What follows belongs to an exercise in optimizing a design on an open flow for small area, a short achievable clock period and few clock cycles per item; a production flow would make more cautious choices.
Where RTL was checked, it was by simulation tests only, not by an equivalence proof against the original.
Power is estimated from default activity; no workload was simulated.

## fjord
==> flow/design.v (excerpt) <==
module line21_decoder (
    input  wire       clk,
    input  wire       rst,           
    input  wire       in_valid,
    output wire       in_ready,
    input  wire [7:0] in_data,
    input  wire       in_last,
    output wire       out_valid,
    input  wire       out_ready,
    output wire       out_ok,
    output wire [3:0] out_cause,
    output wire [7:0] out_byte0,
    output wire [7:0] out_byte1
);
    localparam N   = 256;            
    localparam D   = 3;              
    localparam PW  = 2;              
    localparam [7:0] BUB = 8'd1;
    integer j;
    function [PW-1:0] inc;
        input [PW-1:0] p;
        inc = (p == D-1) ? {PW{1'b0}} : p + 1'b1;
    endfunction
    reg       rdy;                   
    reg       rdy_i;                 
    reg       a_v, a_l, b_v, b_l;
    reg [7:0] a_d, b_d;
    assign in_ready = rdy;
    wire acc = in_valid & rdy_i;
    reg          e_v    [0:D-1];
    reg          e_done [0:D-1];
    reg [17:0]   e_f    [0:D-1];
    reg [PW-1:0] wp, cp, fp, op;
    reg [1:0]    nc;                 
    reg [7:0] ring [0:N-1];
    wire [7:0] tail = ring[N-1];
  ...
Size in the first run: ~36 I/O pins, about 56,000 sq um of cells after synthesis.
export LEC_CHECK = 0
export CAP_MARGIN = 20
export CORE_MARGIN = 2
export CORE_UTILIZATION = 40
export CTS_CLUSTER_DIAMETER = 100
export CTS_CLUSTER_SIZE = 30
export SLEW_MARGIN = 20
create_clock -name core_clock -period 14.0 [get_ports {clk}]
standard.sh (not shown) runs the stock make flow with config.mk's settings and CLKGATE_MAP_FILE= SYNTH_SCRIPT=/design/flow/synth_recipe.tcl, a recipe that flattens the netlist after the stock synthesis.
==> flow/flow/run.sh <==
#!/bin/bash
# Layout flow: the standard flow (standard synthesis, floorplan, power
# grid, placement, CTS, routing), with one change: the buffers that the flow
# puts on every input and output port are buf_4 cells instead of the
# buffer_ports default (a clkdlybuf4s50 delay cell).
set -o pipefail
export BUFFER_PORTS_ARGS="-buffer_cell sky130_fd_sc_hd__buf_4"
bash standard.sh > standard.log 2>&1
fjord has completed all stages; timing, DRC and antenna checks passed.
Testbench counts of fjord, summed over its fixed seeds: cycles 158,631, frames 960.
What garnet does differently from fjord at the input level:
Settings: a change of CTS_CLUSTER_SIZE from 30 to 25.
garnet against fjord: count of sequential standard cells saw little to no change, average cell area after synthesis held, clock share of power saw an increase, final area saw an increase, number of search-and-repair iterations in the first detailed-routing pass decreased by 1 relative to the old numbers.
garnet reports a higher first-pass GRT wire length than fjord does.
In terms of final cell count, fjord and garnet differ only marginally.
garnet was carried through to the last stage, and its layout satisfied the timing, design-rule and antenna checks.
As far as global-route usage is concerned, garnet and fjord perform about the same.
Upper clock frequency limit across fjord and garnet: no real change.
Compared with fjord, garnet shows total length of routed wires that has gone up slightly.


line21_decoder, a different RTL version from the one above (not shown whole).
For scale: about 3700 cells after synthesis, ~2300 flip-flops, ~36 I/O pins.
Settings: LEC_CHECK=0, CAP_MARGIN=20, CORE_MARGIN=2, CORE_UTILIZATION=40, SLEW_MARGIN=20; clock period 14.0 ns.
run.sh (not shown) runs the stock make flow with config.mk's settings and CLKGATE_MAP_FILE= SYNTH_SCRIPT=/design/flow/synth_recipe.tcl, a recipe that flattens the netlist after the stock synthesis.
Stock flow here: none of the scripts above is used.
The first run passed the timing, design-rule and antenna checks.
Next try:
Settings changed: ABC_CLOCK_PERIOD_IN_PS set to 4000.
Register-to-register slack stays flat; synthesized area does not change; worst setup slack is unchanged; count of clock-buffer cells in the layout does not change; via count stays the same; hold slack does not change; utilization does not change.
No run of this note included a check of the RTL's function; only the layout flow was run.


Another version of the RTL of line21_decoder (not shown whole).
For scale: ~2300 flip-flops, roughly 36 I/O pins.
make LEC_CHECK=0 CAP_MARGIN=20 CORE_MARGIN=2 CORE_UTILIZATION=65 CTS_CLUSTER_DIAMETER=100 CTS_CLUSTER_SIZE=30 PLACE_DENSITY=0.75 SLEW_MARGIN=20 finish   # period 14.0 ns
The baseline ran to the end with no violations.
Edit:
--- a/flow/config.mk
+++ b/flow/config.mk
@@ -10 +10 @@
-export CORE_UTILIZATION = 65
+export CORE_UTILIZATION = 40
@@ -13 +12,0 @@
-export PLACE_DENSITY = 0.75
What happened:
- The new run finished with timing, DRC and antenna clean
- die area climbs by well over a third
- routed wire length drops by a few percent
- total power climbs slightly
- hold slack barely changes
- synthesized cell count stays the same
- global-route usage drops by 7.6 points
Function was not checked in any run of this note: the RTL went through the layout flow alone.


line21_decoder, a different RTL version from the one above (not shown whole).
For scale: roughly 3500 cells after synthesis, about 36 I/O pins, roughly 0.056 mm² of cells after synthesis.
export LEC_CHECK = 0
export CAP_MARGIN = 20
export CORE_MARGIN = 2
export CORE_UTILIZATION = 40
export CTS_CLUSTER_DIAMETER = 100
export CTS_CLUSTER_SIZE = 25
export SLEW_MARGIN = 20
create_clock -name core_clock -period 14.0 [get_ports {clk}]
standard.sh (not shown) runs the stock make flow with config.mk's settings and CLKGATE_MAP_FILE= SYNTH_SCRIPT=/design/flow/synth_recipe.tcl, a recipe that flattens the netlist after the stock synthesis.
Scripts as last shown in full above: flow/flow/run.sh
Testbench counts at the start, summed over its fixed seeds: cycles 158,631, frames 960.
Rerun with:
Settings changed: CTS_CLUSTER_SIZE 25 to 28.
What happened: The changed run finished clean. Synthesized cell count stays the same. Global-route usage stays flat. Routed wire length shrinks slightly. Setup slack is better by 13 ps. Clock-buffer cell count decreases by 8. Sequential cell count stays the same. Final area is about the same.


line21_decoder, a different RTL version from the one above (not shown whole).
Size in the first run: ~2300 flip-flops, about 36 I/O pins, roughly 58000 sq um of cells after synthesis.
export LEC_CHECK = 0
export CAP_MARGIN = 20
export CORE_MARGIN = 2
export CORE_UTILIZATION = 40
export CTS_CLUSTER_DIAMETER = 100
export CTS_CLUSTER_SIZE = 30
export SLEW_MARGIN = 20
create_clock -name core_clock -period 14.0 [get_ports {clk}]
Scripts as last shown in full above: flow/flow/run.sh
The starting point completed with no timing, DRC or antenna violations.
Testbench counts at the start, summed over its fixed seeds: cycles 158,646, frames 960.
Rerun with:
==> flow/run.sh (new file) <==
#!/bin/bash
# synth_recipe.tcl (not shown) runs the flow's synth.tcl, then flattens the netlist and writes it again
# the make line also repeats each setting of config.mk as NAME=value (left out here)
make -C /OpenROAD-flow-scripts/flow DESIGN_CONFIG=/design/flow/config.mk WORK_HOME=/design/flow/orfs CLKGATE_MAP_FILE= SYNTH_SCRIPT=/design/flow/synth_recipe.tcl finish
removed: flow/flow/run.sh
removed: flow/standard.sh
Result: The new run produced a clean layout; synthesized area does not change; first-iteration DRC count is higher by 8.2%; via count is lower by 0.50%; sequential power stays flat; sequential cell count stays the same; power is lower by 0.30%; maximum frequency is lower by 9.6%; worst setup slack gets worse by 430 ps; worst hold slack barely changes.


Another version of the RTL of line21_decoder (not shown whole).
Size: roughly 3,800 cells after synthesis, roughly 58,000 um2 of cells after synthesis.
Settings: LEC_CHECK=0, CAP_MARGIN=20, CORE_MARGIN=2, CORE_UTILIZATION=40, SLEW_MARGIN=20; clock period 14.0 ns.
run.sh (not shown) runs the stock make flow with config.mk's settings and CLKGATE_MAP_FILE= SYNTH_SCRIPT=/design/flow/synth_recipe.tcl, a recipe that flattens the netlist after the stock synthesis.
Stock flow here: none of the scripts above is used.
Rerun with:
- CTS_CLUSTER_DIAMETER: default -> 100
- CTS_CLUSTER_SIZE: default -> 30
Clock-buffer cell count went down by 183.
Wire length came out lower by a few percent.
Sequential power is about the same.
Worst setup slack loses 0.022 ns.
Non-clock buffer count does not change.
Via count shrinks by a few percent.
No run of this note included a check of the RTL's function; only the layout flow was run.


Setup of lane 1:
Another version of the RTL of line21_decoder (not shown whole).
Size: roughly 2300 flip-flops, about 36 I/O pins.
## line21_decoder
module line21_decoder (
    input  wire       clk,
    input  wire       rst,           
    input  wire       in_valid,
    output wire       in_ready,
    input  wire [7:0] in_data,
    input  wire       in_last,
    output wire       out_valid,
    input  wire       out_ready,
    output wire       out_ok,
    output wire [3:0] out_cause,
    output wire [7:0] out_byte0,
    output wire [7:0] out_byte1
);
clock: 14.0 ns
lec_check: 0
cap_margin: 20
core_margin: 2
core_utilization: 40
cts_cluster_diameter: 100
cts_cluster_size: 28
slew_margin: 20
standard.sh (not shown) runs the stock make flow with config.mk's settings and CLKGATE_MAP_FILE= SYNTH_SCRIPT=/design/flow/synth_recipe.tcl, a recipe that flattens the netlist after the stock synthesis.
==> flow/flow/run.sh <==
#!/bin/bash
# Layout flow: the standard flow (standard synthesis, floorplan, power
# grid, placement, CTS, routing), with one change: the buffers that the flow
# puts on every input and output port are buf_4 cells instead of the
# buffer_ports default (a clkdlybuf4s50 delay cell).
set -o pipefail
export BUFFER_PORTS_ARGS="-buffer_cell sky130_fd_sc_hd__buf_4"
bash standard.sh > standard.log 2>&1
Lane 1 | status: complete | timing, DRC, antenna: pass
Testbench counts of lane 1, summed over its fixed seeds: cycles 158,631, frames 960.
For lane 2, these inputs were changed with respect to lane 1:
--- a/flow/config.mk
+++ b/flow/config.mk
@@ -10,4 +10,4 @@
 export CORE_UTILIZATION = 40
 export CTS_CLUSTER_DIAMETER = 100
-export CTS_CLUSTER_SIZE = 28
+export CTS_CLUSTER_SIZE = 25
 export SLEW_MARGIN = 20
Notes after the runs:
Final cell area excluding filler cells grows slightly when moving from lane 1 to lane 2. Min utilization across lane 2 and lane 1: lane 1. Relative to lane 1, the wire length of lane 2 is higher by about 0.57%. | number of cells in the finished layout apart from fillers | lane 1 vs lane 2 | ≈ equal |. Relative to lane 1, the total of clock buffers placed in the layout measured on lane 2 has increased by more than 10%. Changes observed in lane 2 relative to lane 1: fraction of final layout cells with drive strength greater than 1 rose 0.37 points; overall global routing resource usage about even; clock latency on the worst-skew pair rose 0.02 ns; via count of the first global-routing pass rose 201. Higher fraction of power consumed by the clock network was reported by lane 2, not lane 1. In the metrics for lane 2 and lane 1, the one carrying the lower final routed wire length divided by cell count is lane 1.

==> afterwards: timing with drivers on the ports <==
In the flow no input, the clock included, has a driving cell. The finished layouts below were timed again as built, in two steps. Step 1: set_driving_cell puts a clkbuf_16 on clk and a buf_2 on each other input, an assumption about the parent block. Step 2 moves the port delays by t, midway between the first and last clock arrival at a register: inputs arrive t later, outputs are due t later. That takes back most of the time a late clock gives input paths. a / b / c = ideal ports / drivers / drivers and shift; a / b = the first two.
| run | t, ns | setup WS [ns] | worst setup path at the end |
|---|---|---|---|
| fjord | 0.778 | 9.918 / 9.843 / 9.772 | input to register |
| garnet | 0.776 | 9.920 / 9.846 / 9.760 | input to register |
| the first run of note 2 | 0.843 | 7.925 / 7.925 / 7.925 | register to register |
| the second run of note 2 | 0.843 | 7.925 / 7.925 / 7.925 | register to register |
| the first run of note 3 | 0.743 | 7.957 / 7.957 / 7.957 | register to register |
| the second run of note 3 | 0.780 | 7.678 / 7.678 / 7.678 | register to register |
| the first run of note 4 | 0.782 | 9.955 / 9.889 / 9.917 | input to register |
| the second run of note 4 | 0.754 | 9.968 / 9.903 / 9.921 | input to register |
| the first run of note 5 | 0.780 | 9.939 / 9.869 / 9.603 | input to register |
| the second run of note 5 | 0.776 | 9.508 / 9.442 / 9.490 | input to register |
| the first run of note 6 | 0.844 | 9.164 / 9.164 / 9.164 | register to register |
| the second run of note 6 | 0.762 | 9.142 / 9.142 / 9.142 | register to register |
| lane 1 | 0.768 | 9.835 / 9.773 / 9.816 | input to register |
| lane 2 | 0.779 | 9.829 / 9.764 / 9.828 | input to register |
After both steps every run listed still meets setup and hold. For the first run of note 5, which loses most, drivers alone change the setup slack by -0.070 ns; drivers and shift together by -0.336 ns.
